This design comes from an exercise in tuning for small area on the open sky130 flow, not from production work. Function was checked by simulation only, so behaviour that the tests miss may differ from the original.

==> inputs of job 155 <==
==> flow/design.v (excerpt) <==
module autowater_brt (
    input  wire        clk,
    input  wire        rst,
    input  wire        cmd_valid,
    input  wire [15:0] cmd,
    input  wire [7:0]  btn_in,
    input  wire        relay_active,
    input  wire        tick,
    input  wire        alarm_line,
    input  wire        sda_in,
    input  wire        scl_in,
    output wire        cmd_ready,
    output wire        busy,
    output wire [7:0]  res,
    output wire [71:0] g_out,
    output wire [7:0]  raw_out,
    output wire [7:0]  pressed_out,
    output wire [7:0]  upped_out,
    output wire [7:0]  long_out,
    output wire [7:0]  vlong_out,
    output wire [7:0]  keep_long_out,
    output wire [7:0]  keep_vlong_out,
    output wire [7:0]  dur_out,
    output wire [15:0] idle_out,
    output wire        idle_expired,
    output wire        pending_alarm,
    output wire        bus_idle,
    output wire [7:0]  bcon_out,
    output wire [7:0]  bstat_out,
    output wire        waiting_out,
    output wire [7:0]  cache_out,
    output wire        ill,
    output wire        sda_out_n,
    output wire        scl_out_n
);
  ...
==> flow/config.mk <==
export PLATFORM = sky130hd
export DESIGN_NAME = autowater_brt
export DESIGN_NICKNAME = autowater_brt
export VERILOG_FILES = /design/flow/design.v
export SDC_FILE = /design/flow/constraint.sdc
export NUM_CORES = 4
export LEC_CHECK = 0
export CAP_MARGIN = 20
export CORE_MARGIN = 2
export CORE_UTILIZATION = 55
export SLEW_MARGIN = 20
==> flow/constraint.sdc <==
create_clock -name core_clock -period 10.0 [get_ports {clk}]
set_input_delay 2.0000 -clock core_clock [delete_from_list [all_inputs] [get_ports {clk}]]
set_output_delay 2.0000 -clock core_clock [all_outputs]
set_load 0.01 [all_outputs]
standard.sh (not shown) runs the stock make flow with config.mk's settings and CLKGATE_MAP_FILE= SYNTH_SCRIPT=/design/flow/synth_recipe.tcl, a recipe that flattens the netlist after the stock synthesis.
==> flow/flow/run.sh <==
#!/bin/bash
# The standard ORFS layout (standard.sh) with these changes:
#  - synthesis: the same ORFS synthesis script, but ABC maps the logic for
#    area (flow/area.abc) instead of with the speed script, and adders are
#    left to ABC instead of being mapped to half/full adder cells first.
#    Registers are untouched, so they are the standard synthesis's.
#  - ports are buffered with the smallest buffer (buf_1);
#  - the clock tree is built from clkbuf_4 cells, without dummy loads.
# All tool output goes to standard.log (ORFS's step logs are under orfs/logs).
set -euo pipefail
HERE=$(pwd)
export MY_ABC_SCRIPT=$HERE/flow/area.abc
export BUFFER_PORTS_ARGS="-buffer_cell sky130_fd_sc_hd__buf_1"
export CTS_ARGS="-sink_clustering_enable -repair_clock_nets -dont_use_dummy_load -buf_list sky130_fd_sc_hd__clkbuf_4 -sink_clustering_size 8 -sink_clustering_max_diameter 40"
bash standard.sh SYNTH_SCRIPT=$HERE/flow/synth.tcl ADDER_MAP_FILE= finish > standard.log 2>&1
==> flow/flow/area.abc <==
strash
&get -n
&deepsyn -T 60
&put
dch -f
amap -F 5 -A 10
topo
==> flow/flow/synth.tcl <==
# The standard flow's synthesis script (synth_recipe.tcl), with ABC's -script argument
# replaced by MY_ABC_SCRIPT (an area-oriented mapping); nothing else changes.
proc synth {args} { yosys synth -nofsm -noshare {*}$args }
proc abc {args} {
  set i [lsearch -exact $args -script]
  if { $i >= 0 && [info exists ::env(MY_ABC_SCRIPT)] } {
    set args [lreplace $args [expr {$i + 1}] [expr {$i + 1}] $::env(MY_ABC_SCRIPT)]
  }
  yosys abc {*}$args
}
source $::env(SCRIPTS_DIR)/synth.tcl
# left out here: clear keep_hierarchy, flatten, clean up, hide names made inside functions, write 1_2_yosys.v
==> job 9923: changes against job 155 <==
--- a/flow/design.v
+++ b/flow/design.v
@@ -208,28 +208,22 @@
     localparam [3:0] K_LOADCNT  = 4'd8;    
     localparam [3:0] K_WAITCNT  = 4'd9;    
     localparam [3:0] K_VLTEST   = 4'd10;   
     localparam [3:0] K_CACHEMOD = 4'd11;   
     localparam [3:0] K_CACHEINI = 4'd12;   
     localparam [3:0] K_NOP      = 4'd13;
-    localparam [2:0] S_C     = 3'd0;    
-    localparam [2:0] S_ARG   = 3'd1;    
-    localparam [2:0] S_ENC   = 3'd2;    
-    localparam [2:0] S_ALM   = 3'd3;    
-    localparam [2:0] S_CACHE = 3'd4;
     reg [7:0]  g [0:8];
     reg [6:0]  t0, t1;           
     reg [5:0]  t2, t3;
     reg [2:0]  t4;
     reg [4:0]  t5;
     reg        busy_r;
     reg [6:0]  pc;
     reg [7:0]  res_r;
     reg        ill_r;
     reg [7:0]  cache_r;
-    reg [4:0]  wcnt;
     reg        alarm_prev_r;
     reg        pending_r;
     reg [2:0]  req;
     reg        ackdt_r;
     reg        ackstat_r;
     reg        owned_r;
@@ -249,14 +243,13 @@
         input [7:0] b;
         begin
             dec_bcd = {4'h0, b[7:4]} * 8'd10 + {4'h0, b[3:0]};
         end
     endfunction
     wire [3:0] l_kind;
-    wire [7:0] l_byte;
-    wire [2:0] l_src;
+    wire [3:0] l_bsel;
     wire [0:0] l_nackv;
     assign l_kind[0] =
         (pc == 7'h00) | (pc == 7'h02) | (pc == 7'h04) | (pc == 7'h0a) | (pc == 7'h0d) | (pc == 7'h0e) |
         (pc == 7'h17) | (pc == 7'h18) | (pc == 7'h1b) | (pc == 7'h1d) | (pc == 7'h23) | (pc == 7'h27) |
         (pc == 7'h28) | (pc == 7'h29) | (pc == 7'h2a) | (pc == 7'h2c) | (pc == 7'h3c) | (pc == 7'h3d) |
         (pc == 7'h40) | (pc == 7'h45) | (pc == 7'h49) | (pc == 7'h50) | (pc == 7'h54) | (pc == 7'h55) |
@@ -277,58 +270,53 @@
         (pc == 7'h41) | (pc == 7'h46) | (pc == 7'h47) | (pc == 7'h48) | (pc == 7'h51) | (pc == 7'h52) |
         (pc == 7'h54) | (pc == 7'h55) | (pc == 7'h56) | (pc == 7'h57) | (pc == 7'h58) | (pc == 7'h59) |
         (pc == 7'h5a) | (pc == 7'h5c) | (pc == 7'h64) | (pc == 7'h65);
     assign l_kind[3] =
         (pc == 7'h1c) | (pc == 7'h1d) | (pc == 7'h29) | (pc == 7'h2b) | (pc == 7'h41) | (pc == 7'h60) |
         (pc == 7'h61) | (pc == 7'h62);
-    assign l_byte[0] =
-        (pc == 7'h26) | (pc == 7'h46) | (pc == 7'h53) | (pc == 7'h64);
-    assign l_byte[1] =
+    assign l_bsel[0] =
+        (pc == 7'h26) | (pc == 7'h37) | (pc == 7'h38) | (pc == 7'h39) | (pc == 7'h3a) | (pc == 7'h46) |
+        (pc == 7'h47) | (pc == 7'h48) | (pc == 7'h53) | (pc == 7'h64);
+    assign l_bsel[1] =
         (pc == 7'h0a) | (pc == 7'h0e) | (pc == 7'h0f) | (pc == 7'h18) | (pc == 7'h23) | (pc == 7'h26) |
-        (pc == 7'h2c) | (pc == 7'h3d) | (pc == 7'h45) | (pc == 7'h50) | (pc == 7'h52) | (pc == 7'h53) |
-        (pc == 7'h63);
-    assign l_byte[2] = 1'b0;
-    assign l_byte[3] =
-        (pc == 7'h46);
-    assign l_byte[4] = 1'b0;
-    assign l_byte[5] =
+        (pc == 7'h2c) | (pc == 7'h3d) | (pc == 7'h45) | (pc == 7'h46) | (pc == 7'h50) | (pc == 7'h52) |
+        (pc == 7'h53) | (pc == 7'h63) | (pc == 7'h65);
+    assign l_bsel[2] =
         (pc == 7'h0a) | (pc == 7'h0c) | (pc == 7'h0e) | (pc == 7'h18) | (pc == 7'h23) | (pc == 7'h26) |
-        (pc == 7'h2c) | (pc == 7'h2e) | (pc == 7'h3d) | (pc == 7'h45) | (pc == 7'h50) | (pc == 7'h53) |
-        (pc == 7'h63);
-    assign l_byte[6] = 1'b0;
-    assign l_byte[7] =
-        (pc == 7'h0a) | (pc == 7'h0e) | (pc == 7'h18) | (pc == 7'h23) | (pc == 7'h26) | (pc == 7'h2c) |
-        (pc == 7'h37) | (pc == 7'h38) | (pc == 7'h39) | (pc == 7'h3a) | (pc == 7'h3d) | (pc == 7'h45) |
-        (pc == 7'h50) | (pc == 7'h53) | (pc == 7'h63);
-    assign l_src[0] =
-        (pc == 7'h00) | (pc == 7'h01) | (pc == 7'h03) | (pc == 7'h47) | (pc == 7'h48);
-    assign l_src[1] =
+        (pc == 7'h2c) | (pc == 7'h2e) | (pc == 7'h37) | (pc == 7'h38) | (pc == 7'h39) | (pc == 7'h3a) |
+        (pc == 7'h3d) | (pc == 7'h45) | (pc == 7'h50) | (pc == 7'h53) | (pc == 7'h63);
+    assign l_bsel[3] =
         (pc == 7'h10) | (pc == 7'h11) | (pc == 7'h12) | (pc == 7'h13) | (pc == 7'h14) | (pc == 7'h15) |
         (pc == 7'h16) | (pc == 7'h30) | (pc == 7'h31) | (pc == 7'h32) | (pc == 7'h33) | (pc == 7'h34) |
-        (pc == 7'h35) | (pc == 7'h36) | (pc == 7'h47) | (pc == 7'h48);
-    assign l_src[2] =
-        (pc == 7'h65);
+        (pc == 7'h35) | (pc == 7'h36) | (pc == 7'h47) | (pc == 7'h48) | (pc == 7'h65);
     assign l_nackv[0] =
         (pc == 7'h28) | (pc == 7'h5a);
     wire l_prim = (pc[6:3] == 4'd0);
     wire [7:0] arg_r = {t1[0], t0};
     wire       phy_busy, phy_done;
     wire [7:0] rxsh;
     wire [7:0] gsel    = g[pc[3:0]];
     wire       enc_g   = (req == R_TX) && phy_busy;
     wire [7:0] enc_in  = enc_g ? gsel : cmd[7:0];
     wire [7:0] enc_out = enc_bcd(enc_in);
     reg [7:0] tx_byte;
     always @(*) begin
-        case (l_src)
-            S_ARG:   tx_byte = arg_r;
-            S_ENC:   tx_byte = enc_out;
-            S_ALM:   tx_byte = (gsel == 8'hFF) ? 8'h80 : enc_out;
-            S_CACHE: tx_byte = cache_r;
-            default: tx_byte = l_byte;
+        case (l_bsel)
+            4'd0:    tx_byte = 8'h00;
+            4'd1:    tx_byte = 8'h01;
+            4'd2:    tx_byte = 8'h02;
+            4'd3:    tx_byte = 8'h09;
+            4'd4:    tx_byte = 8'h20;
+            4'd5:    tx_byte = 8'h80;
+            4'd6:    tx_byte = 8'hA2;
+            4'd7:    tx_byte = 8'hA3;
+            4'd8:    tx_byte = enc_out;
+            4'd9:    tx_byte = (gsel == 8'hFF) ? 8'h80 : enc_out;
+            default: tx_byte = cache_r;
         endcase
+        if (l_prim) tx_byte = arg_r;
     end
     aw_i2c_phy u_phy (
         .clk     (clk),
         .rst     (rst),
         .req     (req),
         .owned   (owned_r),
@@ -354,13 +342,14 @@
     wire [7:0] rx_dec = dec_bcd(rxsh & rx_mask);
     reg        n_busy;
     reg [6:0]  n_pc;
     reg [7:0]  n_res;
     reg        n_ill;
     reg [7:0]  n_cache;
-    reg [4:0]  n_wcnt;
+    reg        w_ld;
+    reg        w_dec;
     reg        n_pending;
     reg [2:0]  n_req;
     reg        n_ackdt;
     reg        n_ackstat;
     reg        n_owned;
     reg        do_sample;
@@ -373,25 +362,24 @@
     always @(*) begin
         n_busy    = busy_r;
         n_pc      = pc;
         n_res     = res_r;
         n_ill     = ill_r;
         n_cache   = cache_r;
-        n_wcnt    = wcnt;
+        w_ld      = 1'b0;
+        w_dec     = 1'b0;
         n_pending = pending_r;
         n_req     = req;
         n_ackdt   = ackdt_r;
         n_ackstat = ackstat_r;
         n_owned   = owned_r;
         do_sample = 1'b0;
         t_we      = 1'b0;
         g_dec     = 1'b0;
         g_ld      = 1'b0;
         ret       = 1'b0;
-        if (tick && n_wcnt != 5'd0)
-            n_wcnt = n_wcnt - 5'd1;
         if (alarm_line != alarm_prev_r)
             n_pending = 1'b1;
         if (phy_done) begin
             n_req = R_NONE;
             if (req == R_START) n_owned = 1'b1;
             if (req == R_STOP)  n_owned = 1'b0;
@@ -433,17 +421,18 @@
                 end
                 K_DECODE: begin
                     g_dec  = 1'b1;
                     n_busy = 1'b0;
                 end
                 K_LOADCNT: begin
-                    n_wcnt = 5'd20;
+                    w_ld   = 1'b1;
                     n_pc   = pc + 7'd1;
                 end
                 K_WAITCNT: begin
-                    if (n_wcnt == 5'd0) n_busy = 1'b0;
+                    w_dec = tick && (t2[4:0] != 5'd0);
+                    if (t2[4:0] == {4'd0, w_dec}) n_busy = 1'b0;
                 end
                 K_VLTEST: begin
                     if (!rxsh[7]) begin
                         n_cache = rxsh;
                         n_busy  = 1'b0;
                     end else begin
@@ -518,13 +507,12 @@
             for (i = 0; i < 9; i = i + 1) g[i] <= 8'h00;
             busy_r       <= 1'b0;
             pc           <= 7'd0;
             res_r        <= 8'h00;
             ill_r        <= 1'b0;
             cache_r      <= 8'h00;
-            wcnt         <= 5'd0;
             pending_r    <= 1'b0;
             req          <= R_NONE;
             ackdt_r      <= 1'b0;
             ackstat_r    <= 1'b0;
             owned_r      <= 1'b0;
         end else begin
@@ -542,25 +530,28 @@
             end
             busy_r       <= n_busy;
             pc           <= n_pc;
             res_r        <= n_res;
             ill_r        <= n_ill;
             cache_r      <= n_cache;
-            wcnt         <= n_wcnt;
             pending_r    <= n_pending;
             req          <= n_req;
             ackdt_r      <= n_ackdt;
             ackstat_r    <= n_ackstat;
             owned_r      <= n_owned;
         end
     end
     always @(posedge clk) begin
         alarm_prev_r <= alarm_line;
         if (acc && cmd[15:12] == 4'h2) begin
             t0    <= cmd[6:0];
             t1[0] <= cmd[7];
+        end else if (w_ld) begin
+            t2[4:0] <= 5'd20;
+        end else if (w_dec) begin
+            t2[4:0] <= t2[4:0] - 5'd1;
         end else if (t_we) begin
             case (pc[3:0])
                 4'h4: t0 <= rx_dec[6:0];
                 4'h5: t1 <= rx_dec[6:0];
                 4'h6: t2 <= rx_dec[5:0];
                 4'h7: t3 <= rx_dec[5:0];
==> flow/flow/area.abc (replaced) <==
strash
&get -n
&deepsyn -T 600
&put
dch -f
amap -F 5 -A 10
topo
==> comparison <==
Of job 9923 and job 155, job 155 has the higher register-to-register slack (gap 0.65 ns). Design area: job 9923 is smaller than job 155 (2.6%). Between job 9923 and job 155, the lower critical path depth is in job 9923 (gap 10). Non-clock buffer count: job 155 is higher than job 9923 (4). In job 155 the clock-buffer cell count is higher than in job 9923, by 1. Cell count: job 155 is larger than job 9923 (about 2.5%). Between job 155 and job 9923, the lower synthesized cell count is in job 9923 (gap about 3%, measured against job 9923).

[what the ideal ports hide]
The results above use ideal ports. As a check the final layouts listed here were re-extracted and re-timed, cells and wires unchanged. Step 1 sets driving cells, clkbuf_16 on the clock port and buf_2 on the other inputs (assumed; they add their load-dependent delay and slew). Step 2, shift: input delay + t, output delay - t, t = (earliest + latest rising clock arrival at the registers) / 2. This alone moves slack from input paths to output paths. Three values: no drivers, after step 1, after step 2; two values: the first two.
| run | shift t [ns] | setup slack, ns | hold WS [ns] | worst setup path at the end | cell pins on the clock port's net |
|---|---|---|---|---|---|
| job 155 | 0.658 | 2.007 / 2.007 / 2.007 | 0.451 / 0.451 / 0.451 | register to register | 1 |
| job 9923 | 0.637 | 1.357 / 1.357 / 1.357 | 0.427 / 0.427 / 0.427 | register to register | 1 |
After both steps setup and hold are still met in every run listed.
